Source: an optimization exercise on an open RTL-to-GDS flow (aim: small area). Production flows keep margins and buffers that such runs may drop. RTL that was checked went through simulation tests only; none was proved equivalent to the original. No functional check of the RTL was part of runs 2 and 3. Power figures rest on the tool's default switching activity, not on a simulated workload.

[design/flow/config.mk]
export PLATFORM = sky130hd
export DESIGN_NAME = wspr_enc
export DESIGN_NICKNAME = wspr_enc
export VERILOG_FILES = /design/flow/design.v
export SDC_FILE = /design/flow/constraint.sdc
export NUM_CORES = 4
export LEC_CHECK = 0
export CAP_MARGIN = 20
export CORE_MARGIN = 2
export CORE_UTILIZATION = 40
export PLACE_DENSITY = 0.6
export SLEW_MARGIN = 20
[design/flow/constraint.sdc]
create_clock -name core_clock -period 25.0 [get_ports {clk}]
set_input_delay 5.0000 -clock core_clock [delete_from_list [all_inputs] [get_ports {clk}]]
set_output_delay 5.0000 -clock core_clock [all_outputs]
set_load 0.01 [all_outputs]
[design/flow/design.v]
module wspr_enc (
  input  wire       clk,
  input  wire       rst,       
  input  wire       we,        
  input  wire [7:0] addr,      
  input  wire [7:0] wdata,
  output reg  [7:0] rdata      
);
  localparam [31:0] POLY0 = 32'hF2D05351;
  localparam [31:0] POLY1 = 32'hE4613C47;
  localparam [161:0] SYNC = 162'b000110001101011000000011001010000011100010110011011100100100000100010101100011010010010101010110000101100010110011010000001010010000000111101001000111000100000011;
  localparam [1295:0] SRC_TAB = 1296'h55049e4d76258a39621194436c1b802f58079948712085345d0c8f3e67167b2a5201a15079288d3c651497466f1e83325b0a9c4b74238837600f92416a197e2d56059f4e77268b3a631295446d1c813059089a49722186355e0d903f68177c2b5302a04f78278c3b641396456e1d82315a099b4a732287365f0e914069187d2c54039d4c75248938611093426b1a7f2e57069847701f84335c0b8e3d66157a295100;
  localparam [21:0] K_T1  = 22'd4124224;    
  localparam [21:0] K_T2S = 22'd3485762;    
  localparam [21:0] K_T2P = 22'd65;
  localparam [21:0] K_T3  = 22'd63;
  localparam [31:0] SEEDC = 32'hDEADBF80;   
  localparam [2:0] PH_IDLE  = 3'd0,
                   PH_CHECK = 3'd1,
                   PH_NPASS = 3'd2,
                   PH_HINIT = 3'd3,
                   PH_HSTEP = 3'd4,
                   PH_MPASS = 3'd5,
                   PH_CLEAR = 3'd6,
                   PH_CONV  = 3'd7;
  localparam [2:0] E_NONE = 3'd0, E_CHAR = 3'd1, E_CALL = 3'd2, E_CMD = 3'd4;
  localparam [2:0] R0 = 3'd0, R1 = 3'd1, R10 = 3'd2, R18 = 3'd3,
                   R27 = 3'd4, R36 = 3'd5, R37 = 3'd6, R128 = 3'd7;
  localparam [2:0] D_VAL = 3'd0, D_PWR = 3'd1, D_SFX = 3'd2, D_K = 3'd3, D_HC = 3'd4;
  function is_digit(input [7:0] b);
    is_digit = (b >= 8'h30) && (b <= 8'h39);
  endfunction
  function is_upper(input [7:0] b);
    is_upper = (b >= 8'h41) && (b <= 8'h5A);
  endfunction
  function [7:0] to_upper(input [7:0] b);
    to_upper = ((b >= 8'h61) && (b <= 8'h7A)) ? b - 8'h20 : b;
  endfunction
  reg [7:0] call_r [0:9];
  reg [7:0] call_len;
  reg [7:0] power;
  reg [7:0] loc4_r [0:3];
  reg [7:0] loc6_r [0:5];
  reg [7:0] pfx_r  [0:2];
  reg [7:0] sfx;
  reg       use_sfx;
  reg       busy, done, err;
  reg [2:0] errcode;
  wire [7:0] status = {1'b0, errcode, 1'b0, busy, err, done};
  reg [2:0]  ph;
  reg [6:0]  cnt;
  reg [2:0]  op;
  reg [1:0]  mtype;           
  reg        f_pn, f_lall, f_lpos, f_pfx, f_sp4;
  reg [2:0]  carry;           
  reg [7:1]  dl;              
  reg        hcar;            
  reg [80:0] E, O;            
  reg        M0;              
  integer    i;
  wire sfx_two = (sfx >= 8'd36);
  wire sfx_bad = (sfx > 8'd81);
  wire [3:0] len4 = call_len[3:0];
  wire [3:0] comp_len = use_sfx ? (len4 + (sfx_two ? 4'd3 : 4'd2)) : (len4 + 4'd4);
  wire comp_bad = (comp_len < 4'd3) || (comp_len > 4'd10);
  wire do_shift = (call_len > 8'd2) && is_digit(call_r[1]) && is_upper(call_r[2]);
  reg [3:0] item;
  always @* begin
    item = cnt[3:0];
    if (ph == PH_NPASS) item = {1'b0, op};
    else if (ph == PH_MPASS) begin
      if (mtype == 2'd1)
        case (op)
          3'd0: item = 4'd6;
          3'd1: item = 4'd8;
          3'd2: item = 4'd7;
          default: item = 4'd9;
        endcase
      else
        item = 4'd10 + {1'b0, op};
    end
  end
  wire it_n   = (item < 4'd6);
  wire it_loc = (item >= 4'd6) && (item < 4'd10);
  wire norm   = it_n && (mtype != 2'd3);
  wire [3:0] ci = item - {3'd0, do_shift};
  wire [1:0] hword = (cnt[6:5] == 2'd0) ? 2'd2 : (cnt[6:5] == 2'd1) ? 2'd0 : 2'd1;
  wire [3:0] hj = {hword, cnt[4:3]};
  reg [7:0] eb;
  always @* begin
    eb = 8'h00;
    if (ph == PH_HINIT) begin
      if (use_sfx) eb = call_r[hj];
      else if (hj < 4'd3) eb = pfx_r[hj];
      else eb = call_r[hj - 4'd4];
    end else if (it_n) begin
      if (mtype == 2'd3) eb = loc6_r[(item == 4'd5) ? 4'd0 : item + 4'd1];
      else eb = call_r[ci];
    end else if (it_loc) eb = loc4_r[item - 4'd6];
    else eb = pfx_r[item - 4'd10];
  end
  wire [7:0] x = (norm || it_loc) ? to_upper(eb) : eb;
  wire force_sp = norm && (((item == 4'd0) && do_shift) || (ci >= len4) ||
                           ((item == 4'd5) && f_sp4));
  wire c_dig = is_digit(x) && !force_sp;
  wire c_up  = is_upper(x) && !force_sp;
  wire c_sp  = norm ? !(c_dig || c_up) : (x == 8'h20);
  wire c_ar  = (x >= 8'h41) && (x <= 8'h52);
  wire sub10 = (it_n && item >= 4'd3) || it_loc;
  reg [5:0] val;
  always @* begin
    if (c_dig)      val = {2'd0, x[3:0]};
    else if (c_sp)  val = sub10 ? 6'd26 : 6'd36;
    else            val = {1'b0, x[4:0]} + (sub10 ? 6'd63 : 6'd9);
    if (it_loc && !f_lall) val = 6'd0;
  end
  wire n_bad = !(c_dig || c_up || c_sp) || ((item == 4'd2) && !c_dig) ||
               ((item >= 4'd3) && c_dig);
  wire l_in  = c_dig || c_ar;
  wire l_pos = (item < 4'd8) ? c_ar : c_dig;
  reg [2:0] r_sel, d_sel;
  reg       d_neg, c_dl7;
  reg [21:0] kconst;
  reg [2:0] last_mop;
  always @* begin
    r_sel = R0; d_sel = D_VAL; d_neg = 1'b0; c_dl7 = 1'b0; kconst = K_T3;
    if (ph == PH_NPASS) begin
      case (op)
        3'd0: r_sel = R0;
        3'd1: r_sel = R36;
        3'd2: r_sel = R10;
        default: r_sel = R27;
      endcase
    end else begin
      case (mtype)
        2'd1: case (op)
          3'd0: begin r_sel = R0;   d_neg = 1'b1; end
          3'd1: begin r_sel = R10;  d_neg = 1'b1; end
          3'd2: r_sel = R18;
          3'd3: r_sel = R10;
          3'd4: begin r_sel = R128; d_sel = D_PWR; end
          default: begin r_sel = R1; d_sel = D_K; kconst = K_T1; end
        endcase
        2'd2: if (use_sfx) case (op)
          3'd0: d_sel = D_SFX;
          3'd1: begin r_sel = R128; d_sel = D_PWR; end
          default: begin r_sel = R1; d_sel = D_K; kconst = K_T2S; end
        endcase else case (op)
          3'd0: r_sel = R0;
          3'd1: r_sel = R37;
          3'd2: r_sel = R37;
          3'd3: begin r_sel = R128; d_sel = D_PWR; end
          default: begin r_sel = R1; d_sel = D_K; kconst = K_T2P; c_dl7 = 1'b1; end
        endcase
        default: case (op)
          3'd0: d_sel = D_HC;
          3'd1: begin r_sel = R128; d_sel = D_PWR; d_neg = 1'b1; end
          default: begin r_sel = R1; d_sel = D_K; end
        endcase
      endcase
    end
    case (mtype)
      2'd1: last_mop = 3'd5;
      2'd2: last_mop = use_sfx ? 3'd2 : 3'd4;
      default: last_mop = 3'd2;
    endcase
  end
  wire       alu_run = (cnt != 7'd0);
  wire [4:0] bix = cnt[4:0] - 5'd1;           
  wire       head = (ph == PH_NPASS) ? O[53] : M0;
  reg        d_raw;
  always @* begin
    case (d_sel)
      D_VAL:   d_raw = (bix < 5'd6) && val[bix[2:0]];
      D_PWR:   d_raw = (bix < 5'd8) && power[bix[2:0]];
      D_SFX:   d_raw = (bix < 5'd8) && sfx[bix[2:0]];
      D_K:     d_raw = kconst[bix];
      default: d_raw = E[49];
    endcase
  end
  wire d_bit = d_raw ^ d_neg;
  reg [2:0] tsum;
  always @* begin
    case (r_sel)
      R1:   tsum = {2'd0, head};
      R10:  tsum = dl[1] + dl[3];
      R18:  tsum = dl[1] + dl[4];
      R27:  tsum = head + dl[1] + dl[3] + dl[4];
      R36:  tsum = dl[2] + dl[5];
      R37:  tsum = head + dl[2] + dl[5];
      R128: tsum = {2'd0, dl[7]};
      default: tsum = 3'd0;
    endcase
  end
  wire [3:0] asum = tsum + d_bit + carry;
  wire       alu_out = asum[0];
  reg [4:0] rot;
  always @* begin
    case (op)
      3'd0: rot = 5'd14;
      3'd1: rot = 5'd11;
      3'd2: rot = 5'd25;
      3'd3: rot = 5'd16;
      3'd4: rot = 5'd4;
      3'd5: rot = 5'd14;
      default: rot = 5'd24;
    endcase
  end
  reg y_rot;
  always @* begin
    case (rot)
      5'd14: y_rot = (cnt[4:0] >= 5'd14) ? E[35] : E[67];
      5'd11: y_rot = (cnt[4:0] >= 5'd11) ? E[38] : E[70];
      5'd25: y_rot = (cnt[4:0] >= 5'd25) ? E[24] : E[56];
      5'd16: y_rot = (cnt[4:0] >= 5'd16) ? E[33] : E[65];
      5'd4:  y_rot = (cnt[4:0] >= 5'd4)  ? E[45] : E[77];
      default: y_rot = (cnt[4:0] >= 5'd24) ? E[25] : E[57];
    endcase
  end
  wire [7:0] st0 = (sfx <= 8'd9)  ? 8'h30 + sfx :
                   (sfx <= 8'd35) ? 8'h41 + sfx - 8'd10 :
                                    8'h30 + (sfx - 8'd36) / 8'd10;
  wire [7:0] st1 = 8'h30 + (sfx - 8'd36) % 8'd10;
  reg [7:0] kb;
  always @* begin
    if (use_sfx) begin
      if (hj < len4)                           kb = eb;
      else if (hj == len4)                     kb = 8'h2F;
      else if (hj == len4 + 4'd1)              kb = st0;
      else if (hj == len4 + 4'd2 && sfx_two)   kb = st1;
      else                                     kb = 8'h00;
    end else begin
      if (hj < 4'd3)                           kb = eb;
      else if (hj == 4'd3)                     kb = 8'h2F;
      else if (hj - 4'd4 < len4)               kb = eb;
      else                                     kb = 8'h00;
    end
  end
  wire [3:0] seed_lo = comp_len + 4'd1;
  wire seed_bit = (cnt[4:0] < 5'd4) ? seed_lo[cnt[1:0]] : SEEDC[cnt[4:0]];
  wire h_init = (ph == PH_HINIT);
  wire h_a    = h_init ? seed_bit : (O[17] ^ E[49]);
  wire h_b    = h_init ? kb[cnt[2:0]] : !y_rot;
  wire h_cin  = (cnt[4:0] == 5'd0) ? !h_init : hcar;
  wire h_out  = h_a ^ h_b ^ h_cin;
  wire h_cout = (h_a & h_b) | (h_a & h_cin) | (h_b & h_cin);
  wire m_conv  = (ph == PH_CONV);
  wire m_clear = (ph == PH_CLEAR);
  wire m_hpass = (ph == PH_MPASS) && (mtype == 2'd3) && (op == 3'd0) && alu_run;
  wire m_hash  = (ph == PH_HINIT) || (ph == PH_HSTEP) || m_hpass;
  wire m_nring = (ph == PH_NPASS) && alu_run;
  wire m_mring = (ph == PH_MPASS) && alu_run;
  wire u       = O[32];
  wire uc      = m_conv && u;
  wire hash_tail = m_hpass ? O[17] : h_out;
  wire pre0 = M0 && POLY0[5'd31 - cnt[4:0]];
  wire pre1 = M0 && POLY1[5'd31 - cnt[4:0]];
  reg [2:0] chk_err;
  always @* begin
    chk_err = E_NONE;
    if (mtype == 2'd0)                    chk_err = E_CMD;
    else if (call_len > 8'd10)            chk_err = E_CALL;
    else if (f_pn)                        chk_err = E_CHAR;
    else begin
      case (mtype)
        2'd1: if (f_lall && !f_lpos) chk_err = E_CHAR;
        2'd2: begin
          if (use_sfx) begin
            if (sfx_bad) chk_err = E_CALL;
          end else if (f_pfx) begin
            chk_err = E_CHAR;
          end
        end
        default: if ((use_sfx && sfx_bad) || comp_bad) chk_err = E_CALL;
      endcase
    end
  end
  wire host_wr = we && !busy;
  always @(posedge clk) begin
    if (rst) begin
      for (i = 0; i < 10; i = i + 1) call_r[i] <= 8'h00;
      for (i = 0; i < 4; i = i + 1)  loc4_r[i] <= 8'h00;
      for (i = 0; i < 6; i = i + 1)  loc6_r[i] <= 8'h00;
      for (i = 0; i < 3; i = i + 1)  pfx_r[i]  <= 8'h00;
      call_len <= 8'h00;
      power    <= 8'h00;
      sfx      <= 8'h00;
      use_sfx  <= 1'b0;
    end else if (host_wr) begin
      if (addr <= 8'h09)                       call_r[addr[3:0]] <= wdata;
      else if (addr == 8'h0A)                  call_len <= wdata;
      else if (addr == 8'h0B)                  power <= wdata;
      else if (addr >= 8'h0C && addr <= 8'h0F) loc4_r[addr[1:0]] <= wdata;
      else if (addr >= 8'h10 && addr <= 8'h15) loc6_r[addr[2:0]] <= wdata;
      else if (addr >= 8'h16 && addr <= 8'h18) pfx_r[addr[1:0] - 2'd2] <= wdata;
      else if (addr == 8'h19)                  sfx <= wdata;
      else if (addr == 8'h1A)                  use_sfx <= wdata[0];
    end
  end
  always @(posedge clk) begin
    if (rst) begin
      busy    <= 1'b0;
      done    <= 1'b0;
      err     <= 1'b0;
      errcode <= E_NONE;
      ph      <= PH_IDLE;
    end else begin
      cnt <= cnt + 7'd1;
      case (ph)
        PH_IDLE: begin
          if (host_wr && addr == 8'h1B) begin
            mtype   <= (wdata[7:2] == 6'd0) ? wdata[1:0] : 2'd0;
            busy    <= 1'b1;
            done    <= 1'b0;
            err     <= 1'b0;
            errcode <= E_NONE;
            f_pn    <= 1'b0;
            f_lall  <= 1'b1;
            f_lpos  <= 1'b1;
            f_pfx   <= 1'b0;
            cnt     <= 7'd0;
            ph      <= PH_CHECK;
          end
        end
        PH_CHECK: begin
          if (it_n) begin
            if (n_bad) f_pn <= 1'b1;
            if (item == 4'd4) f_sp4 <= c_sp;
          end else if (it_loc) begin
            if (!l_in)  f_lall <= 1'b0;
            if (!l_pos) f_lpos <= 1'b0;
          end else if (cnt != 7'd13 && !(c_dig || c_up || c_sp)) begin
            f_pfx <= 1'b1;
          end
          if (cnt == 7'd13) begin
            cnt <= 7'd0;
            op  <= 3'd0;
            if (chk_err != E_NONE) begin
              busy    <= 1'b0;
              done    <= 1'b1;
              err     <= 1'b1;
              errcode <= chk_err;
              ph      <= PH_IDLE;
            end else begin
              ph <= PH_NPASS;
            end
          end
        end
        PH_NPASS: begin
          if (cnt == 7'd28) begin
            cnt <= 7'd0;
            op  <= op + 3'd1;
            if (op == 3'd5) begin
              op <= 3'd0;
              ph <= (mtype == 2'd3) ? PH_HINIT : PH_MPASS;
            end
          end
        end
        PH_HINIT: begin
          if (cnt == 7'd95) begin
            cnt <= 7'd0;
            ph  <= PH_HSTEP;
          end
        end
        PH_HSTEP: begin
          if (cnt == 7'd31) begin
            cnt <= 7'd0;
            op  <= op + 3'd1;
            if (op == 3'd6) begin
              op <= 3'd0;
              ph <= PH_MPASS;
            end
          end
        end
        PH_MPASS: begin
          if (cnt == 7'd22) begin
            cnt <= 7'd0;
            op  <= op + 3'd1;
            if (op == last_mop) ph <= PH_CLEAR;
          end
        end
        PH_CLEAR: begin
          if (cnt == 7'd31) begin
            cnt <= 7'd0;
            ph  <= PH_CONV;
          end
        end
        default: begin   
          if (cnt == 7'd48) begin
            busy <= 1'b0;
            done <= 1'b1;
            ph   <= PH_IDLE;
          end
        end
      endcase
    end
  end
  always @(posedge clk) begin
    if (ph == PH_NPASS || ph == PH_MPASS) begin
      if (!alu_run) begin
        carry <= d_neg ? 3'd1 : (c_dl7 ? {2'd0, dl[7]} : 3'd0);
        dl    <= 7'd0;
      end else begin
        carry <= asum[3:1];
        dl    <= {dl[6:1], head};
      end
    end
    hcar <= h_cout;
  end
  always @(posedge clk) begin
    if (m_conv || m_clear || m_hash) begin
      for (i = 0; i < 31; i = i + 1)
        E[i] <= E[i+1] ^ (uc && POLY0[31-i]);
      E[31] <= m_hash ? E[32] : (m_conv ? (u && POLY0[0]) : pre0);
    end
    if (m_conv || m_hash) begin
      for (i = 32; i < 80; i = i + 1)
        E[i] <= E[i+1];
      E[80] <= m_conv ? E[0] : hash_tail;
    end
    if (m_conv || m_clear) begin
      for (i = 0; i < 17; i = i + 1)
        O[i] <= O[i+1] ^ (uc && POLY1[31-i]);
    end
    if (m_conv || m_clear || m_hash) begin
      for (i = 17; i < 31; i = i + 1)
        O[i] <= O[i+1] ^ (uc && POLY1[31-i]);
      O[31] <= m_hash ? E[0] : (m_conv ? (u && POLY1[0]) : pre1);
    end
    if (m_conv || m_mring) begin
      for (i = 32; i < 52; i = i + 1)
        O[i] <= O[i+1];
      O[52] <= m_conv ? O[53] : alu_out;
    end
    if (m_conv || m_nring) begin
      for (i = 53; i < 80; i = i + 1)
        O[i] <= O[i+1];
      O[80] <= m_conv ? O[0] : alu_out;
    end
    if (m_mring)
      M0 <= O[32];
  end
  reg [161:0] symv;
  integer     pk;
  always @* begin
    for (i = 0; i < 162; i = i + 1) begin
      pk = SRC_TAB[8*i +: 8] >> 1;
      if (SRC_TAB[8*i])
        symv[i] = O[(pk < 32) ? 31 - pk : 112 - pk];
      else
        symv[i] = E[(pk < 32) ? 31 - pk : 112 - pk];
    end
  end
  reg [7:0] rd_mux;
  always @* begin
    rd_mux = 8'h00;
    if (addr <= 8'h09)                         rd_mux = call_r[addr[3:0]];
    else if (addr == 8'h0A)                    rd_mux = call_len;
    else if (addr == 8'h0B)                    rd_mux = power;
    else if (addr >= 8'h0C && addr <= 8'h0F)   rd_mux = loc4_r[addr[1:0]];
    else if (addr >= 8'h10 && addr <= 8'h15)   rd_mux = loc6_r[addr[2:0]];
    else if (addr >= 8'h16 && addr <= 8'h18)   rd_mux = pfx_r[addr[1:0] - 2'd2];
    else if (addr == 8'h19)                    rd_mux = sfx;
    else if (addr == 8'h1A)                    rd_mux = {7'd0, use_sfx};
    else if (addr == 8'h1C)                    rd_mux = status;
    else if (addr >= 8'h20 && addr <= 8'hC1)   rd_mux = {6'd0, symv[addr - 8'h20], SYNC[addr - 8'h20]};
  end
  always @(posedge clk)
    rdata <= rd_mux;
endmodule
[design/flow/run.sh]
#!/bin/bash
# synth_recipe.tcl (not shown) runs the flow's synth.tcl, then flattens the netlist and writes it again
# the make line also repeats each setting of config.mk as NAME=value (left out here)
make -C /OpenROAD-flow-scripts/flow DESIGN_CONFIG=/design/flow/config.mk WORK_HOME=/design/flow/orfs CLKGATE_MAP_FILE= SYNTH_SCRIPT=/design/flow/synth_recipe.tcl finish
==> impl_metrics.env, run 1 <==
export IMPL_setup_viol=0
export IMPL_drive_above_1_share=0.155
export IMPL_post_cts_buffers=0
export IMPL_final_cell_mix="edfxtp_1, nand2_1, nor2_1"
export IMPL_synth_compound_area_frac=0.129
export IMPL_pwr_share_comb=0.384
export IMPL_globalplace_congestion=1.03
export IMPL_cp_top_family="simple AND/OR/NAND/NOR gates"
export IMPL_avgSynthCellArea_um2=11.6
export IMPL_finalHoldViolations=0
export IMPL_antenna_left=0
export IMPL_netlist_area_um2=30900
export IMPL_clock_path_buffers=3
export IMPL_min_from="O[59]"
export IMPL_ys_dominant_reg_cell="edfxtp_1"
export IMPL_syn_inst=2675
export IMPL_worstMarginPinSlew_ns=1.16
export IMPL_r2r_end="carry[1]"
export IMPL_fin_crit_ns=9.24
export IMPL_grt_use_met3=0.0522
export IMPL_rrSetupSlack_ns=15.91
export IMPL_crit_buf_inv=2
export IMPL_dpl_hpwl_um=77500
export IMPL_hold_path_class="flip-flop to flip-flop"
export IMPL_portBuffers=26
export IMPL_area_growth_pct=9.71
export IMPL_synth_edf_count=446
export IMPL_grt_ovfl_total=0
export IMPL_hold_slack_ns=0.445
export IMPL_routed_wl_um=108000
export IMPL_holdBufCountCts=0
export IMPL_vias=24100
export IMPL_power_per_cell_area_nw_per_um2=84.1
export IMPL_cp_max_fo=31
export IMPL_p_sw_mw=1.11
export IMPL_dp_cells=3626
export IMPL_crit_chain="buf_6 > inv_1 > ha_1 > nor2_1 > nor2_1 > nor2_1 > nand2b_1 > nor3_2 > nand3_1 > o21ai_0"
export IMPL_crit_arrival_ns=9.48
export IMPL_reg2reg_from="ph[1]"
export IMPL_nets=2760
export IMPL_pin_count=27
export IMPL_seqPwrFrac=0.342
export IMPL_drcViolationCount=0
export IMPL_die_w_um=282
export IMPL_post_place_ws_ns=15.27
export IMPL_synth_fa_ha_area_frac=0.0375
export IMPL_maxCapViolCount=0
export IMPL_fin_tns_setup_ns=0
export IMPL_cp_start_kind="input pin"
export IMPL_critPathLaunch="addr[1]"
export IMPL_busiest_layer="met2"
export IMPL_cpPeakStageDelay_ns=0.98
export IMPL_synth_top_family_by_area="multiplexers"
export IMPL_period_share=0.370
export IMPL_grt_max_degree=56
export IMPL_async_flop_share=0
export IMPL_worst_setup_path_end_kind="flip-flop"
export IMPL_rows=101
export IMPL_die_area_um2=79600
export IMPL_grt_pass1_wl_um=157000
export IMPL_yosysSeqAreaShare=0.462
export IMPL_vias_per_cell=6.46
export IMPL_slew_violations=0
export IMPL_stdcell_count=3729
export IMPL_die_y_um=282
export IMPL_clock_sinks=491
export IMPL_synthDistinctLibCells=119
export IMPL_routedWlPerCell_um=28.9
export IMPL_max_vdd_ir_drop_mv=0.0506
export IMPL_grtUsageMet2=0.407
export IMPL_whs_endpoint="O[58]"
export IMPL_rsz0062_at_grt="false"
export IMPL_drt_pass1_iterations=6
export IMPL_hold_depth=0
export IMPL_fin_ws_ns=15.76
export IMPL_internal_power_mw=1.75
export IMPL_nFillCells=6904
export IMPL_p_leak_nw=11.6
export IMPL_track_usage=0.268
export IMPL_dpl_instance_area_um2=32200
export IMPL_status="no timing/DRC/antenna violations"
export IMPL_start_util=0.406
export IMPL_grt_pass1_vias=23100
export IMPL_critPathKind="input pin to flip-flop"
export IMPL_cts_root_buf="clkbuf_16"
export IMPL_total_power_mw=2.85
export IMPL_clock_skew_final_ns=0.0209
export IMPL_critical_path_slowest_cell="o21ai_0"
export IMPL_post_route_util=0.445
export IMPL_use_met1=0.377
export IMPL_ctsResizeCount=0
export IMPL_clk_pin_slew_worst_paths_ns=0.06
export IMPL_synth_seq_cells=491
export IMPL_rr_worst_depth=24
export IMPL_drtIter0Drc=3650
export IMPL_relSlewSlack=0.225
export IMPL_final_common_cell="edfxtp_1"
export IMPL_yosys_warnings=1
export IMPL_clkPwrFrac=0.273
export IMPL_p_sw_frac=0.388
export IMPL_timing_fmax_mhz=108
export IMPL_htreeDepth=2
export IMPL_cts_tree="done"
export IMPL_antenna_found_initial=1
export IMPL_required_ns=25.24
export IMPL_numCtsBuffers=54
export IMPL_core_um2=76200
export IMPL_yosys_area_share_xor_xnor=0.0189
export IMPL_synth_mux_area_frac=0.170
export IMPL_yosys_area_share_simple=0.143
export IMPL_clk_latency_ns=0.63
export IMPL_final_area_um2=33900
export IMPL_crit_top_cell="nor2_1"
[worst reg2reg max path: stages, from the launching register on]
cell,delay [ns]
dfxtp_1,0.72
nor3b_4,0.75
a22oi_2,0.20
a21oi_4,0.16
buf_4,0.49
inv_4,0.42
ha_1,0.42
buf_4,0.45
mux4_2,0.42
nand2b_1,0.09
mux2i_1,0.07
a2111oi_0,0.84
a41oi_1,0.32
nand4_1,0.33
nand2_2,0.21
o221a_1,0.33
o31ai_2,0.52
and2_1,0.26
a211oi_1,0.09
o41ai_2,0.55
xnor2_1,0.15
fa_1,0.44
fa_1,0.40
xnor2_1,0.17
nor2_1,0.05
[layout make-up]
| cell class | count | area [um2] | area share |
|---|---|---|---|
| Multi-Input combinational cell | 1934 | 15600 | 0.460 |
| Sequential cell | 491 | 14300 | 0.421 |
| Clock buffer | 69 | 1420 | 0.0418 |
| Tap cell | 1030 | 1290 | 0.0380 |
| Timing Repair Buffer | 90 | 754 | 0.0222 |
| Inverter | 81 | 309 | 0.00911 |
| Clock inverter | 30 | 268 | 0.00789 |
| Antenna cell | 4 | 10.0 | 0.000295 |
[sequential cells by signal, summed over array words and instances (netlist names), 2 cells and up, named ones only]
register  count
E            81
call_r      128
op            3
cnt           7
power         8
dl            7
pfx_r        32
ph            3
mtype         2
loc4_r       32
call_len      8
sfx           8
rdata         8
O            81
carry         3
loc6_r       64
errcode       3
[logic make-up (layout without fill, tap and decap cells)]
family / Yosys count / count (layout)
buffers and inverters: 281 / 270
AO/OA/AOI/OAI: 567 / 567
multiplexers: 289 / 289
adder cells (fa/ha/maj): 89 / 89
AND/OR/NAND/NOR: 891 / 891
flip-flops: 491 / 491
XOR/XNOR: 66 / 66
other: 1 / 36
[routing by layer]
layer / vias to the layer above / share of wire
li1: 10200 / -
met1: 12100 / 0.41
met2: 1477 / 0.44
met3: 269 / 0.10
met4: 2 / 0.046
met5: - / 0.00012
[synthesized netlist by cell type, types with 13 or more instances]
master / instances / area, um2
a211o_1: 14 / 123
a211oi_1: 41 / 308
a21o_1: 14 / 105
a21oi_1: 114 / 571
a31oi_1: 33 / 206
and2_1: 126 / 788
and3_1: 42 / 263
buf_1: 29 / 109
buf_2: 31 / 155
clkbuf_1: 118 / 443
dfxtp_1: 45 / 901
edfxtp_1: 446 / 13400
ha_1: 83 / 1040
inv_1: 70 / 263
mux2i_1: 92 / 921
mux4_2: 187 / 4210
nand2_1: 245 / 920
nand2b_1: 27 / 169
nand3_1: 65 / 325
nand4_1: 30 / 188
nor2_1: 205 / 769
nor2b_1: 17 / 106
nor3_1: 53 / 265
nor4_1: 16 / 100
o211ai_1: 29 / 218
o21ai_0: 116 / 581
o22ai_1: 13 / 81.3
or2_2: 13 / 81.3
xnor2_1: 55 / 482
[worst max-delay path by stage]
stage	to	slack, ns	depth (start not counted)
after global placement	loc6_r[2][5]	15.23	10
final	call_r[7][0]	15.76	10
after global routing	call_r[7][0]	15.52	10
after floorplan	sfx[0]	15.67	14
after detailed placement	call_r[6][0]	15.27	10
after CTS	call_r[6][0]	15.91	10
[power by group through the flow]
stage	clock (mW)	sequential, mW	combinational, mW
6_report	0.780	0.977	1.10
5_1_grt	0.822	0.980	1.15
3_3_place_gp	0	0.992	1.05
3_5_place_dp	0	0.993	1.06
4_1_cts	0.789	0.976	1.07
2_1_floorplan	0	0.957	0.762
==> run 2: changes to the inputs <==
--- a/design/flow/design.v
+++ b/design/flow/design.v
@@ -36,14 +36,11 @@
   function [7:0] to_upper(input [7:0] b);
     to_upper = ((b >= 8'h61) && (b <= 8'h7A)) ? b - 8'h20 : b;
   endfunction
-  reg [7:0] call_r [0:9];
-  reg [7:0] call_len;
-  reg [7:0] power;
-  reg [7:0] loc4_r [0:3];
-  reg [7:0] loc6_r [0:5];
-  reg [7:0] pfx_r  [0:2];
-  reg [7:0] sfx;
-  reg       use_sfx;
+  reg [207:0] ob;
+  reg         use_sfx;
+  wire [7:0]  call_len = ob[8*10 +: 8];
+  wire [7:0]  power    = ob[8*11 +: 8];
+  wire [7:0]  sfx      = ob[8*25 +: 8];
   reg       busy, done, err;
   reg [2:0] errcode;
   wire [7:0] status = {1'b0, errcode, 1'b0, busy, err, done};
@@ -63,7 +60,7 @@
   wire [3:0] len4 = call_len[3:0];
   wire [3:0] comp_len = use_sfx ? (len4 + (sfx_two ? 4'd3 : 4'd2)) : (len4 + 4'd4);
   wire comp_bad = (comp_len < 4'd3) || (comp_len > 4'd10);
-  wire do_shift = (call_len > 8'd2) && is_digit(call_r[1]) && is_upper(call_r[2]);
+  wire do_shift = (call_len > 8'd2) && is_digit(ob[8*1 +: 8]) && is_upper(ob[8*2 +: 8]);
   reg [3:0] item;
   always @* begin
     item = cnt[3:0];
@@ -86,18 +83,47 @@
   wire [3:0] ci = item - {3'd0, do_shift};
   wire [1:0] hword = (cnt[6:5] == 2'd0) ? 2'd2 : (cnt[6:5] == 2'd1) ? 2'd0 : 2'd1;
   wire [3:0] hj = {hword, cnt[4:3]};
-  reg [7:0] eb;
+  reg [4:0] ea;
   always @* begin
-    eb = 8'h00;
     if (ph == PH_HINIT) begin
-      if (use_sfx) eb = call_r[hj];
-      else if (hj < 4'd3) eb = pfx_r[hj];
-      else eb = call_r[hj - 4'd4];
+      if (use_sfx) ea = {1'b0, hj};
+      else if (hj < 4'd3) ea = 5'h16 + {1'b0, hj};
+      else ea = {1'b0, hj - 4'd4};
     end else if (it_n) begin
-      if (mtype == 2'd3) eb = loc6_r[(item == 4'd5) ? 4'd0 : item + 4'd1];
-      else eb = call_r[ci];
-    end else if (it_loc) eb = loc4_r[item - 4'd6];
-    else eb = pfx_r[item - 4'd10];
+      if (mtype == 2'd3) ea = (item == 4'd5) ? 5'h10 : 5'h11 + {1'b0, item};
+      else ea = {1'b0, ci};
+    end else if (it_loc) ea = 5'h0C + {1'b0, item} - 5'd6;
+    else ea = 5'h16 + {1'b0, item} - 5'd10;
+  end
+  reg [7:0] eb;
+  always @* begin
+    eb = 8'h00;
+    case (ea)
+      5'd0:  eb = ob[8*0 +: 8];
+      5'd1:  eb = ob[8*1 +: 8];
+      5'd2:  eb = ob[8*2 +: 8];
+      5'd3:  eb = ob[8*3 +: 8];
+      5'd4:  eb = ob[8*4 +: 8];
+      5'd5:  eb = ob[8*5 +: 8];
+      5'd6:  eb = ob[8*6 +: 8];
+      5'd7:  eb = ob[8*7 +: 8];
+      5'd8:  eb = ob[8*8 +: 8];
+      5'd9:  eb = ob[8*9 +: 8];
+      5'd12: eb = ob[8*12 +: 8];
+      5'd13: eb = ob[8*13 +: 8];
+      5'd14: eb = ob[8*14 +: 8];
+      5'd15: eb = ob[8*15 +: 8];
+      5'd16: eb = ob[8*16 +: 8];
+      5'd17: eb = ob[8*17 +: 8];
+      5'd18: eb = ob[8*18 +: 8];
+      5'd19: eb = ob[8*19 +: 8];
+      5'd20: eb = ob[8*20 +: 8];
+      5'd21: eb = ob[8*21 +: 8];
+      5'd22: eb = ob[8*22 +: 8];
+      5'd23: eb = ob[8*23 +: 8];
+      5'd24: eb = ob[8*24 +: 8];
+      default: ;
+    endcase
   end
   wire [7:0] x = (norm || it_loc) ? to_upper(eb) : eb;
   wire force_sp = norm && (((item == 4'd0) && do_shift) || (ci >= len4) ||
@@ -217,10 +243,23 @@
       default: y_rot = (cnt[4:0] >= 5'd24) ? E[25] : E[57];
     endcase
   end
-  wire [7:0] st0 = (sfx <= 8'd9)  ? 8'h30 + sfx :
-                   (sfx <= 8'd35) ? 8'h41 + sfx - 8'd10 :
-                                    8'h30 + (sfx - 8'd36) / 8'd10;
-  wire [7:0] st1 = 8'h30 + (sfx - 8'd36) % 8'd10;
+  wire [2:0] sq = (sfx >= 8'd76) ? 3'd4 : (sfx >= 8'd66) ? 3'd3 :
+                  (sfx >= 8'd56) ? 3'd2 : (sfx >= 8'd46) ? 3'd1 : 3'd0;
+  reg  [6:0] sbase;
+  always @* begin
+    case (sq)
+      3'd0: sbase = 7'd36;
+      3'd1: sbase = 7'd46;
+      3'd2: sbase = 7'd56;
+      3'd3: sbase = 7'd66;
+      default: sbase = 7'd76;
+    endcase
+  end
+  wire [6:0] sr  = sfx[6:0] - sbase;
+  wire [7:0] st0 = (sfx <= 8'd9)  ? {4'h3, sfx[3:0]} :
+                   (sfx <= 8'd35) ? {2'b0, sfx[5:0]} + 8'h37 :
+                                    {5'b00110, sq};
+  wire [7:0] st1 = {4'h3, sr[3:0]};
   reg [7:0] kb;
   always @* begin
     if (use_sfx) begin
@@ -278,23 +317,12 @@
   wire host_wr = we && !busy;
   always @(posedge clk) begin
     if (rst) begin
-      for (i = 0; i < 10; i = i + 1) call_r[i] <= 8'h00;
-      for (i = 0; i < 4; i = i + 1)  loc4_r[i] <= 8'h00;
-      for (i = 0; i < 6; i = i + 1)  loc6_r[i] <= 8'h00;
-      for (i = 0; i < 3; i = i + 1)  pfx_r[i]  <= 8'h00;
-      call_len <= 8'h00;
-      power    <= 8'h00;
-      sfx      <= 8'h00;
-      use_sfx  <= 1'b0;
+      ob      <= 208'd0;
+      use_sfx <= 1'b0;
     end else if (host_wr) begin
-      if (addr <= 8'h09)                       call_r[addr[3:0]] <= wdata;
-      else if (addr == 8'h0A)                  call_len <= wdata;
-      else if (addr == 8'h0B)                  power <= wdata;
-      else if (addr >= 8'h0C && addr <= 8'h0F) loc4_r[addr[1:0]] <= wdata;
-      else if (addr >= 8'h10 && addr <= 8'h15) loc6_r[addr[2:0]] <= wdata;
-      else if (addr >= 8'h16 && addr <= 8'h18) pfx_r[addr[1:0] - 2'd2] <= wdata;
-      else if (addr == 8'h19)                  sfx <= wdata;
-      else if (addr == 8'h1A)                  use_sfx <= wdata[0];
+      for (i = 0; i < 26; i = i + 1)
+        if (addr == i) ob[8*i +: 8] <= wdata;
+      if (addr == 8'h1A) use_sfx <= wdata[0];
     end
   end
   always @(posedge clk) begin
@@ -440,30 +468,181 @@
     if (m_mring)
       M0 <= O[32];
   end
-  reg [161:0] symv;
-  integer     pk;
-  always @* begin
-    for (i = 0; i < 162; i = i + 1) begin
-      pk = SRC_TAB[8*i +: 8] >> 1;
-      if (SRC_TAB[8*i])
-        symv[i] = O[(pk < 32) ? 31 - pk : 112 - pk];
-      else
-        symv[i] = E[(pk < 32) ? 31 - pk : 112 - pk];
-    end
-  end
   reg [7:0] rd_mux;
   always @* begin
     rd_mux = 8'h00;
-    if (addr <= 8'h09)                         rd_mux = call_r[addr[3:0]];
-    else if (addr == 8'h0A)                    rd_mux = call_len;
-    else if (addr == 8'h0B)                    rd_mux = power;
-    else if (addr >= 8'h0C && addr <= 8'h0F)   rd_mux = loc4_r[addr[1:0]];
-    else if (addr >= 8'h10 && addr <= 8'h15)   rd_mux = loc6_r[addr[2:0]];
-    else if (addr >= 8'h16 && addr <= 8'h18)   rd_mux = pfx_r[addr[1:0] - 2'd2];
-    else if (addr == 8'h19)                    rd_mux = sfx;
-    else if (addr == 8'h1A)                    rd_mux = {7'd0, use_sfx};
-    else if (addr == 8'h1C)                    rd_mux = status;
-    else if (addr >= 8'h20 && addr <= 8'hC1)   rd_mux = {6'd0, symv[addr - 8'h20], SYNC[addr - 8'h20]};
+    if (addr < 8'd26) begin
+      for (i = 0; i < 26; i = i + 1)
+        if (addr[4:0] == i) rd_mux = ob[8*i +: 8];
+    end else begin
+      case (addr)
+      8'h1A: rd_mux = {7'd0, use_sfx};
+      8'h1C: rd_mux = status;
+      8'h20: rd_mux = {6'd0, E[31], 1'b1};
+      8'h21: rd_mux = {6'd0, O[72], 1'b1};
+      8'h22: rd_mux = {6'd0, O[11], 1'b0};
+      8'h23: rd_mux = {6'd0, E[51], 1'b0};
+      8'h24: rd_mux = {6'd0, O[21], 1'b0};
+      8'h25: rd_mux = {6'd0, E[61], 1'b0};
+      8'h26: rd_mux = {6'd0, O[1], 1'b0};
+      8'h27: rd_mux = {6'd0, E[41], 1'b0};
+      8'h28: rd_mux = {6'd0, O[26], 1'b1};
+      8'h29: rd_mux = {6'd0, E[66], 1'b0};
+      8'h2A: rd_mux = {6'd0, O[6], 1'b0};
+      8'h2B: rd_mux = {6'd0, E[46], 1'b0};
+      8'h2C: rd_mux = {6'd0, O[16], 1'b1};
+      8'h2D: rd_mux = {6'd0, E[56], 1'b1};
+      8'h2E: rd_mux = {6'd0, O[77], 1'b1};
+      8'h2F: rd_mux = {6'd0, E[36], 1'b0};
+      8'h30: rd_mux = {6'd0, E[28], 1'b0};
+      8'h31: rd_mux = {6'd0, O[69], 1'b0};
+      8'h32: rd_mux = {6'd0, E[8], 1'b1};
+      8'h33: rd_mux = {6'd0, O[49], 1'b0};
+      8'h34: rd_mux = {6'd0, E[18], 1'b0};
+      8'h35: rd_mux = {6'd0, O[59], 1'b1};
+      8'h36: rd_mux = {6'd0, E[79], 1'b0};
+      8'h37: rd_mux = {6'd0, O[39], 1'b1};
+      8'h38: rd_mux = {6'd0, E[23], 1'b1};
+      8'h39: rd_mux = {6'd0, O[64], 1'b1};
+      8'h3A: rd_mux = {6'd0, E[3], 1'b1};
+      8'h3B: rd_mux = {6'd0, O[44], 1'b0};
+      8'h3C: rd_mux = {6'd0, E[13], 1'b0};
+      8'h3D: rd_mux = {6'd0, O[54], 1'b0};
+      8'h3E: rd_mux = {6'd0, E[74], 1'b0};
+      8'h3F: rd_mux = {6'd0, O[34], 1'b0};
+      8'h40: rd_mux = {6'd0, O[30], 1'b0};
+      8'h41: rd_mux = {6'd0, E[70], 1'b0};
+      8'h42: rd_mux = {6'd0, E[9], 1'b1};
+      8'h43: rd_mux = {6'd0, O[50], 1'b0};
+      8'h44: rd_mux = {6'd0, E[19], 1'b0};
+      8'h45: rd_mux = {6'd0, O[60], 1'b1};
+      8'h46: rd_mux = {6'd0, E[80], 1'b0};
+      8'h47: rd_mux = {6'd0, O[40], 1'b1};
+      8'h48: rd_mux = {6'd0, E[24], 1'b0};
+      8'h49: rd_mux = {6'd0, O[65], 1'b0};
+      8'h4A: rd_mux = {6'd0, E[4], 1'b0};
+      8'h4B: rd_mux = {6'd0, O[45], 1'b0};
+      8'h4C: rd_mux = {6'd0, E[14], 1'b0};
+      8'h4D: rd_mux = {6'd0, O[55], 1'b0};
+      8'h4E: rd_mux = {6'd0, E[75], 1'b1};
+      8'h4F: rd_mux = {6'd0, O[35], 1'b0};
+      8'h50: rd_mux = {6'd0, O[27], 1'b1};
+      8'h51: rd_mux = {6'd0, E[67], 1'b1};
+      8'h52: rd_mux = {6'd0, O[7], 1'b0};
+      8'h53: rd_mux = {6'd0, E[47], 1'b0};
+      8'h54: rd_mux = {6'd0, O[17], 1'b1};
+      8'h55: rd_mux = {6'd0, E[57], 1'b1};
+      8'h56: rd_mux = {6'd0, O[78], 1'b0};
+      8'h57: rd_mux = {6'd0, E[37], 1'b1};
+      8'h58: rd_mux = {6'd0, O[22], 1'b0};
+      8'h59: rd_mux = {6'd0, E[62], 1'b0};
+      8'h5A: rd_mux = {6'd0, O[2], 1'b0};
+      8'h5B: rd_mux = {6'd0, E[42], 1'b1};
+      8'h5C: rd_mux = {6'd0, O[12], 1'b1};
+      8'h5D: rd_mux = {6'd0, E[52], 1'b0};
+      8'h5E: rd_mux = {6'd0, O[73], 1'b1};
+      8'h5F: rd_mux = {6'd0, E[32], 1'b0};
+      8'h60: rd_mux = {6'd0, E[30], 1'b0};
+      8'h61: rd_mux = {6'd0, O[71], 1'b0};
+      8'h62: rd_mux = {6'd0, O[10], 1'b0};
+      8'h63: rd_mux = {6'd0, E[50], 1'b1};
+      8'h64: rd_mux = {6'd0, O[20], 1'b1};
+      8'h65: rd_mux = {6'd0, E[60], 1'b0};
+      8'h66: rd_mux = {6'd0, O[0], 1'b1};
+      8'h67: rd_mux = {6'd0, E[40], 1'b0};
+      8'h68: rd_mux = {6'd0, O[25], 1'b1};
+      8'h69: rd_mux = {6'd0, E[65], 1'b0};
+      8'h6A: rd_mux = {6'd0, O[5], 1'b1};
+      8'h6B: rd_mux = {6'd0, E[45], 1'b0};
+      8'h6C: rd_mux = {6'd0, O[15], 1'b1};
+      8'h6D: rd_mux = {6'd0, E[55], 1'b0};
+      8'h6E: rd_mux = {6'd0, O[76], 1'b0};
+      8'h6F: rd_mux = {6'd0, E[35], 1'b1};
+      8'h70: rd_mux = {6'd0, E[27], 1'b0};
+      8'h71: rd_mux = {6'd0, O[68], 1'b0};
+      8'h72: rd_mux = {6'd0, E[7], 1'b1};
+      8'h73: rd_mux = {6'd0, O[48], 1'b0};
+      8'h74: rd_mux = {6'd0, E[17], 1'b1};
+      8'h75: rd_mux = {6'd0, O[58], 1'b1};
+      8'h76: rd_mux = {6'd0, E[78], 1'b0};
+      8'h77: rd_mux = {6'd0, O[38], 1'b0};
+      8'h78: rd_mux = {6'd0, E[22], 1'b0};
+      8'h79: rd_mux = {6'd0, O[63], 1'b1};
+      8'h7A: rd_mux = {6'd0, E[2], 1'b1};
+      8'h7B: rd_mux = {6'd0, O[43], 1'b0};
+      8'h7C: rd_mux = {6'd0, E[12], 1'b1};
+      8'h7D: rd_mux = {6'd0, O[53], 1'b0};
+      8'h7E: rd_mux = {6'd0, E[73], 1'b1};
+      8'h7F: rd_mux = {6'd0, O[33], 1'b0};
+      8'h80: rd_mux = {6'd0, O[29], 1'b0};
+      8'h81: rd_mux = {6'd0, E[69], 1'b0};
+      8'h82: rd_mux = {6'd0, O[9], 1'b1};
+      8'h83: rd_mux = {6'd0, E[49], 1'b0};
+      8'h84: rd_mux = {6'd0, O[19], 1'b0};
+      8'h85: rd_mux = {6'd0, E[59], 1'b0};
+      8'h86: rd_mux = {6'd0, O[80], 1'b0};
+      8'h87: rd_mux = {6'd0, E[39], 1'b0};
+      8'h88: rd_mux = {6'd0, O[24], 1'b1};
+      8'h89: rd_mux = {6'd0, E[64], 1'b0};
+      8'h8A: rd_mux = {6'd0, O[4], 1'b0};
+      8'h8B: rd_mux = {6'd0, E[44], 1'b1};
+      8'h8C: rd_mux = {6'd0, O[14], 1'b0};
+      8'h8D: rd_mux = {6'd0, E[54], 1'b0};
+      8'h8E: rd_mux = {6'd0, O[75], 1'b1};
+      8'h8F: rd_mux = {6'd0, E[34], 1'b1};
+      8'h90: rd_mux = {6'd0, E[26], 1'b1};
+      8'h91: rd_mux = {6'd0, O[67], 1'b0};
+      8'h92: rd_mux = {6'd0, E[6], 1'b1};
+      8'h93: rd_mux = {6'd0, O[47], 1'b1};
+      8'h94: rd_mux = {6'd0, E[16], 1'b0};
+      8'h95: rd_mux = {6'd0, O[57], 1'b0};
+      8'h96: rd_mux = {6'd0, E[77], 1'b1};
+      8'h97: rd_mux = {6'd0, O[37], 1'b1};
+      8'h98: rd_mux = {6'd0, E[21], 1'b0};
+      8'h99: rd_mux = {6'd0, O[62], 1'b1};
+      8'h9A: rd_mux = {6'd0, E[1], 1'b0};
+      8'h9B: rd_mux = {6'd0, O[42], 1'b0};
+      8'h9C: rd_mux = {6'd0, E[11], 1'b0};
+      8'h9D: rd_mux = {6'd0, O[52], 1'b1};
+      8'h9E: rd_mux = {6'd0, E[72], 1'b1};
+      8'h9F: rd_mux = {6'd0, O[32], 1'b1};
+      8'hA0: rd_mux = {6'd0, O[31], 1'b0};
+      8'hA1: rd_mux = {6'd0, E[71], 1'b0};
+      8'hA2: rd_mux = {6'd0, E[10], 1'b0};
+      8'hA3: rd_mux = {6'd0, O[51], 1'b0};
+      8'hA4: rd_mux = {6'd0, E[20], 1'b0};
+      8'hA5: rd_mux = {6'd0, O[61], 1'b1};
+      8'hA6: rd_mux = {6'd0, E[0], 1'b0};
+      8'hA7: rd_mux = {6'd0, O[41], 1'b1};
+      8'hA8: rd_mux = {6'd0, E[25], 1'b0};
+      8'hA9: rd_mux = {6'd0, O[66], 1'b0};
+      8'hAA: rd_mux = {6'd0, E[5], 1'b1};
+      8'hAB: rd_mux = {6'd0, O[46], 1'b1};
+      8'hAC: rd_mux = {6'd0, E[15], 1'b0};
+      8'hAD: rd_mux = {6'd0, O[56], 1'b0};
+      8'hAE: rd_mux = {6'd0, E[76], 1'b0};
+      8'hAF: rd_mux = {6'd0, O[36], 1'b0};
+      8'hB0: rd_mux = {6'd0, O[28], 1'b0};
+      8'hB1: rd_mux = {6'd0, E[68], 1'b0};
+      8'hB2: rd_mux = {6'd0, O[8], 1'b0};
+      8'hB3: rd_mux = {6'd0, E[48], 1'b1};
+      8'hB4: rd_mux = {6'd0, O[18], 1'b1};
+      8'hB5: rd_mux = {6'd0, E[58], 1'b0};
+      8'hB6: rd_mux = {6'd0, O[79], 1'b1};
+      8'hB7: rd_mux = {6'd0, E[38], 1'b0};
+      8'hB8: rd_mux = {6'd0, O[23], 1'b1};
+      8'hB9: rd_mux = {6'd0, E[63], 1'b1};
+      8'hBA: rd_mux = {6'd0, O[3], 1'b0};
+      8'hBB: rd_mux = {6'd0, E[43], 1'b0};
+      8'hBC: rd_mux = {6'd0, O[13], 1'b0};
+      8'hBD: rd_mux = {6'd0, E[53], 1'b1};
+      8'hBE: rd_mux = {6'd0, O[74], 1'b1};
+      8'hBF: rd_mux = {6'd0, E[33], 1'b0};
+      8'hC0: rd_mux = {6'd0, E[29], 1'b0};
+      8'hC1: rd_mux = {6'd0, O[70], 1'b0};
+        default: ;
+      endcase
+    end
   end
   always @(posedge clk)
     rdata <= rd_mux;
--- a/design/flow/config.mk
+++ b/design/flow/config.mk
@@ -5,8 +5,10 @@
 export SDC_FILE = /design/flow/constraint.sdc
 export NUM_CORES = 4
 export LEC_CHECK = 0
+export ABC_AREA = 1
 export CAP_MARGIN = 20
 export CORE_MARGIN = 2
 export CORE_UTILIZATION = 40
+export CTS_BUF_LIST = sky130_fd_sc_hd__clkbuf_4
 export PLACE_DENSITY = 0.6
 export SLEW_MARGIN = 20
==> run 2 against run 1 <==
Still clean on timing, DRC and antenna. Synthesized cell count rose by 17%. Wire length rose by 0.54%. Utilization rose by 0.56 points. Clock skew rose by 0.042 ns. Flip-flop and latch count fell by 74. Non-clock buffer count fell by 6. Die area fell by 22%. Hold slack got worse by 0.010 ns. Critical path depth rose by 40. Combinational power fell by 9.5%. Largest power group unchanged.
==> impl_metrics.env, run 2 <==
export IMPL_portBuffers=26
export IMPL_largest_reg_flops=208
export IMPL_max_vdd_ir_drop_mv=0.0462
export IMPL_routedWlPerCell_um=26.7
export IMPL_clk_pin_slew_worst_paths_ns=0.07
export IMPL_vias=24300
export IMPL_netlist_top_cells_count="nand2_1, nor2_1, o21ai_0"
export IMPL_final_common_cell="nand2_1"
export IMPL_clock_sinks=417
export IMPL_cpPeakStageDelay_ns=0.77
export IMPL_avgSynthCellArea_um2=7.72
export IMPL_synth_seq_cells=417
export IMPL_netlist_area_um2=24100
export IMPL_yosysTopAreaCell="edfxtp_1"
export IMPL_synth_most_common_cell="nand2_1"
export IMPL_worst_setup_path_end_kind="flip-flop"
export IMPL_vias_per_cell=5.98
export IMPL_dp_cells=3852
export IMPL_die_w_um=249
export IMPL_start_util=0.406
export IMPL_worstMarginPinSlew_ns=1.13
export IMPL_grt_ovfl_total=0
export IMPL_die_area_um2=62100
export IMPL_status="no timing/DRC/antenna violations"
export IMPL_drt_pass1_iterations=6
export IMPL_crit_arrival_ns=9.64
export IMPL_nets=3297
export IMPL_grt_pass1_vias=22900
export IMPL_critPathKind="flip-flop to flip-flop"
export IMPL_timing_fmax_mhz=111
export IMPL_clkPwrFrac=0.249
export IMPL_period_share=0.361
export IMPL_area_growth_pct=11.0
export IMPL_min_from="O[25]"
export IMPL_top_regs="ob x208, E x81, O x81"
export IMPL_hold_slack_ns=0.434
export IMPL_seqPwrFrac=0.362
export IMPL_grt_max_degree=83
export IMPL_p_leak_nw=10.8
export IMPL_ys_dominant_reg_cell="dfxtp_1"
export IMPL_yosysSeqAreaShare=0.426
export IMPL_critPathLaunch="ob[82]"
export IMPL_internal_power_mw=1.42
export IMPL_cts_root_buf="clkbuf_4"
export IMPL_cp_max_fo=11
export IMPL_finalHoldViolations=0
export IMPL_rows=89
export IMPL_clock_skew_final_ns=0.0624
export IMPL_async_flop_share=0
export IMPL_stdcell_count=4059
export IMPL_p_sw_frac=0.445
export IMPL_cts_tree="done"
export IMPL_clk_latency_ns=0.91
export IMPL_pwr_share_comb=0.389
export IMPL_nFillCells=6110
export IMPL_hold_path_class="flip-flop to flip-flop"
export IMPL_required_ns=25.61
export IMPL_relSlewSlack=0.242
export IMPL_syn_inst=3117
export IMPL_core_um2=59200
export IMPL_dpl_instance_area_um2=25200
export IMPL_yosys_warnings=1
export IMPL_routed_wl_um=108000
export IMPL_cp_top_family="simple AND/OR/NAND/NOR gates"
export IMPL_yosys_area_top_type_share=0.237
export IMPL_regMostFlops="ob"
export IMPL_die_y_um=249
export IMPL_dpl_hpwl_um=81900
export IMPL_setup_viol=0
export IMPL_numCtsBuffers=115
export IMPL_maxCapViolCount=0
export IMPL_critical_path_slowest_cell="nor3_1"
export IMPL_antenna_left=0
export IMPL_rsz0062_at_grt="false"
export IMPL_final_area_um2=26700
export IMPL_track_usage=0.340
export IMPL_crit_buf_inv=4
export IMPL_clock_path_buffers=3
export IMPL_holdBufCountCts=0
export IMPL_cp_start_kind="flip-flop"
export IMPL_antenna_found_initial=1
export IMPL_fin_tns_setup_ns=0
export IMPL_synthDistinctLibCells=71
export IMPL_drcViolationCount=0
export IMPL_drtIter0Drc=2597
export IMPL_slew_violations=0
export IMPL_globalplace_congestion=0.974
export IMPL_fin_crit_ns=9.02
export IMPL_crit_top_cell="nand2_1"
export IMPL_reg2reg_from="ob[82]"
export IMPL_final_cell_mix="nand2_1, o21ai_0, nor2_1"
export IMPL_drive_above_1_share=0.115
export IMPL_synth_area_leaders="edfxtp_1, dfxtp_1, nand2_1"
export IMPL_ctsResizeCount=0
export IMPL_power_per_cell_area_nw_per_um2=95.8
export IMPL_post_cts_buffers=0
export IMPL_pin_count=27
export IMPL_htreeDepth=3
export IMPL_grt_pass1_wl_um=157000
export IMPL_p_sw_mw=1.14
export IMPL_synth_edf_count=190
==> run 2: changes by cell type after synthesis, moves of 92 or more <==
cell	change
dfxtp_1	+182
inv_1	+197
and2_1	-123
o21ai_0	+186
edfxtp_1	-256
nand2_1	+337
nand3_1	+177
mux2i_1	-92
mux4_2	-187
a21oi_1	+183
nor2_1	+98
==> run 2: worst paths after layout <==
kind              end  slack (ns)  cells past startpoint
min             O[24]        0.43                      0
min reg2reg     O[24]        0.43                      0
max reg2reg  carry[0]       15.98                     50
max          carry[0]       15.98                     50
==> run 2: kinds of logic (layout without fill, tap and decap cells) <==
group / after synthesis / in the layout / synth area share
and+or+nand+nor: 1360 / 1360 / 0.257
adders and majority gates: 79 / 79 / 0.0433
buffers and inverters: 427 / 595 / 0.0695
AOI/OAI and AO/OA: 784 / 784 / 0.186
xor gates and xnor gates: 50 / 50 / 0.0182
DFF: 417 / 417 / 0.426
other: 0 / 1 / 0
==> run 2: per-layer routing <==
layer	track usage	part of all wire	up-vias
li1	-	-	11000
met4	0.170	0.054	0
met5	0	0	-
met2	0.557	0.47	1207
met1	0.439	0.41	11800
met3	0.0485	0.068	247
==> run 2: stage by stage <==
step | utilization | worst slack (ns) | power, mW
floorplan | - | 17.29 | 1.56
global placement | 0.426 | 15.64 | 1.89
detailed placement | 0.426 | 15.51 | 1.91
CTS | 0.450 | 16.16 | 2.55
global route | 0.451 | 15.59 | 2.68
finish | 0.451 | 15.98 | 2.56
==> run 2: final cells by class <==
cell class                 instances  area [um2]  share of cell area
timing repair buffer              84         696              0.0260
clock inverter                    30         168             0.00628
clock buffer                     173        1300              0.0486
sequential                       417       10200               0.384
tap                              773         967              0.0362
antenna                            1        2.50           0.0000937
inverter                         308        1170              0.0437
multi-input combinational       2273       12200               0.455
==> run 2: power by group through the flow <==
stage | Combinational, mW | Clock (mW) | Sequential, mW
after floorplan | 0.666 | 0 | 0.891
after global placement | 0.954 | 0 | 0.940
after detailed placement | 0.968 | 0 | 0.939
after CTS | 0.972 | 0.649 | 0.927
after global routing | 1.07 | 0.681 | 0.935
final | 0.995 | 0.637 | 0.928
==> run 3: changes to the inputs <==
--- a/design/flow/config.mk
+++ b/design/flow/config.mk
@@ -9,6 +9,8 @@
 export CAP_MARGIN = 20
 export CORE_MARGIN = 2
 export CORE_UTILIZATION = 40
-export CTS_BUF_LIST = sky130_fd_sc_hd__clkbuf_4
+export CTS_BUF_LIST = sky130_fd_sc_hd__clkbuf_8
+export CTS_CLUSTER_DIAMETER = 60
+export CTS_CLUSTER_SIZE = 20
 export PLACE_DENSITY = 0.6
 export SLEW_MARGIN = 20
==> run 3 against run 2 <==
Critical path type unchanged. Flip-flop and latch count stayed put. Wire length is 0.82% lower. Maximum frequency fell by 0.47%. First-iteration DRC count rose by 0.42%. Setup slack worse by 0.042 ns. Total power fell by 3.6%. Still clean. Non-clock buffer count fell by 1. Cell area decreased by 1.6%. Via count is 2.2% lower. Highest routed layer unchanged.
==> impl_metrics.env, run 3 <==
export IMPL_total_power_mw=2.47
export IMPL_drcViolationCount=0
export IMPL_grt_pass1_wl_um=155000
export IMPL_cp_start_kind="flip-flop"
export IMPL_globalplace_congestion=0.974
export IMPL_async_flop_share=0
export IMPL_dpl_hpwl_um=81900
export IMPL_post_cts_buffers=0
export IMPL_synth_seq_cells=417
export IMPL_period_share=0.363
export IMPL_synth_edf_count=190
export IMPL_synth_area_leaders="edfxtp_1, dfxtp_1, nand2_1"
export IMPL_portBuffers=26
export IMPL_final_area_um2=26300
export IMPL_antenna_found_initial=0
export IMPL_hold_path_class="flip-flop to flip-flop"
export IMPL_cts_root_buf="clkbuf_8"
export IMPL_start_util=0.406
export IMPL_area_growth_pct=9.27
export IMPL_largest_reg_flops=208
export IMPL_cp_max_fo=11
export IMPL_clock_sinks=417
export IMPL_synth_most_common_cell="nand2_1"
export IMPL_grt_max_degree=83
export IMPL_netlist_area_um2=24100
export IMPL_crit_top_cell="nand2_1"
export IMPL_yosys_area_top_type_share=0.237
export IMPL_vias_per_cell=6.04
export IMPL_clk_pin_slew_worst_paths_ns=0.11
export IMPL_critical_path_slowest_cell="nor3_1"
export IMPL_relSlewSlack=0.251
export IMPL_setup_viol=0
export IMPL_p_leak_nw=10.4
export IMPL_fin_ws_ns=15.94
export IMPL_track_usage=0.337
export IMPL_pin_count=27
export IMPL_avgSynthCellArea_um2=7.72
export IMPL_dpl_instance_area_um2=25200
export IMPL_clk_latency_ns=0.69
export IMPL_numCtsBuffers=42
export IMPL_final_common_cell="nand2_1"
export IMPL_hold_slack_ns=0.456
export IMPL_status="no timing/DRC/antenna violations"
export IMPL_critPathKind="flip-flop to flip-flop"
export IMPL_cpPeakStageDelay_ns=0.81
export IMPL_htreeDepth=2
export IMPL_worstMarginPinSlew_ns=1.12
export IMPL_drive_above_1_share=0.0842
export IMPL_nets=3223
export IMPL_rows=89
export IMPL_core_um2=59200
export IMPL_drt_pass1_iterations=7
export IMPL_clock_skew_final_ns=0.0517
export IMPL_rsz0062_at_grt="false"
export IMPL_yosysTopAreaCell="edfxtp_1"
export IMPL_netlist_top_cells_count="nand2_1, nor2_1, o21ai_0"
export IMPL_ctsResizeCount=0
export IMPL_final_cell_mix="nand2_1, o21ai_0, nor2_1"
export IMPL_die_w_um=249
export IMPL_finalHoldViolations=0
export IMPL_ys_dominant_reg_cell="dfxtp_1"
export IMPL_syn_inst=3117
export IMPL_routed_wl_um=107000
export IMPL_die_y_um=249
export IMPL_grt_pass1_vias=22200
export IMPL_max_vdd_ir_drop_mv=0.0561
export IMPL_clock_path_buffers=3
export IMPL_cts_tree="done"
export IMPL_top_regs="ob x208, E x81, O x81"
export IMPL_crit_arrival_ns=9.44
export IMPL_maxCapViolCount=0
export IMPL_synthDistinctLibCells=71
export IMPL_power_per_cell_area_nw_per_um2=93.9
export IMPL_fin_tns_setup_ns=0
export IMPL_antenna_cells=0
export IMPL_yosysSeqAreaShare=0.426
export IMPL_worst_setup_path_end_kind="flip-flop"
export IMPL_die_area_um2=62100
export IMPL_slew_violations=0
export IMPL_holdBufCountCts=0
export IMPL_regMostFlops="ob"
export IMPL_drtIter0Drc=2608
export IMPL_fin_crit_ns=9.06
export IMPL_routedWlPerCell_um=27.3
export IMPL_vias=23800
export IMPL_dp_cells=3852
export IMPL_yosys_warnings=1
export IMPL_stdcell_count=3931
export IMPL_grt_ovfl_total=0
export IMPL_required_ns=25.37
export IMPL_post_place_ws_ns=15.51
export IMPL_antenna_left=0
export IMPL_post_route_util=0.444
export IMPL_timing_fmax_mhz=110
## run 3: cell counts after synthesis
No cell type changed its count.
## run 3: cells by family after synthesis
| logic type | count (synthesis) | synth area share |
|---|---|---|
| xor gates and xnor gates | 50 | 0.0182 |
| adders and majority gates | 79 | 0.0433 |
| AOI/OAI and AO/OA | 784 | 0.186 |
| DFF | 417 | 0.426 |
| buffers and inverters | 427 | 0.0695 |
| and+or+nand+nor | 1360 | 0.257 |
## run 3: critical path: cells and delay by family (launching register included)
family                   cells  cell delay [ns]
adder cells (fa/ha/maj)      6             1.78
flip-flops                   1             0.57
buffers and inverters        4             0.77
AO/OA/AOI/OAI                2             0.19
AND/OR/NAND/NOR             38             5.46
## run 3: cell type report
class / instances / area (um2)
well taps: 773 / 967
flip-flops and latches: 417 / 10200
inverters: 308 / 1170
multi-input cells: 2273 / 12200
fillers: 6075 / 33000
clock buffers: 45 / 619
repair buffers: 83 / 688
clock inverters: 32 / 434
## run 3: path summary, 6_finish.rpt
kind,from,slack (ns),cells after the start,end
hold reg to reg,E[60],0.46,0,E[59]
hold / removal,E[60],0.46,0,E[59]
setup / recovery,ob[82],15.94,50,carry[0]
setup reg to reg,ob[82],15.94,50,carry[0]
## run 3: metal layers
| layer | GRT usage | vias to the layer above | share of wire |
|---|---|---|---|
| met4 | 0.166 | 0 | 0.056 |
| met3 | 0.0364 | 239 | 0.067 |
| met2 | 0.552 | 1157 | 0.46 |
| li1 | - | 10800 | - |
| met1 | 0.443 | 11600 | 0.42 |
| met5 | 0 | - | 0 |
## run 3: report_power, final
part           internal [mW]  total (mW)  switching, mW
combinational          0.252       0.998          0.746
clock                  0.219       0.544          0.325
sequential             0.842       0.926         0.0843
total                   1.31        2.47           1.16

separate check: timing with driven ports:
Ports are ideal in the flow. The routed layouts listed here were re-timed in OpenROAD. Step 1: set_driving_cell puts a clkbuf_16 on clk and a buf_2 on each other input, an assumption about the parent block. Step 2 adds t to the input delays and takes it off the output delays; t is the mean of the earliest and latest rising clock arrival at the registers after step 1. Input paths then give back, and output paths get back, about the clock's delay inside the block. Three values: ideal, step 1, step 2; two values: the first two.
| run | t, ns | setup slack, ns | hold slack, ns | worst setup path after step 2 | cell pins on the clock port's net |
|---|---|---|---|---|---|
| run 1 | 0.685 | 15.760 / 15.788 / 15.103 | 0.445 / 0.445 / 0.445 | input to register | 1 |
| run 2 | 0.932 | 15.979 / 15.979 / 15.359 | 0.434 / 0.434 / 0.434 | input to register | 1 |
| run 3 | 0.728 | 15.936 / 15.936 / 15.422 | 0.456 / 0.456 / 0.456 | input to register | 1 |
After both steps every run listed still meets setup and hold. For run 1, which loses most, drivers alone change the setup slack by +0.028 ns; drivers and shift together by -0.657 ns.
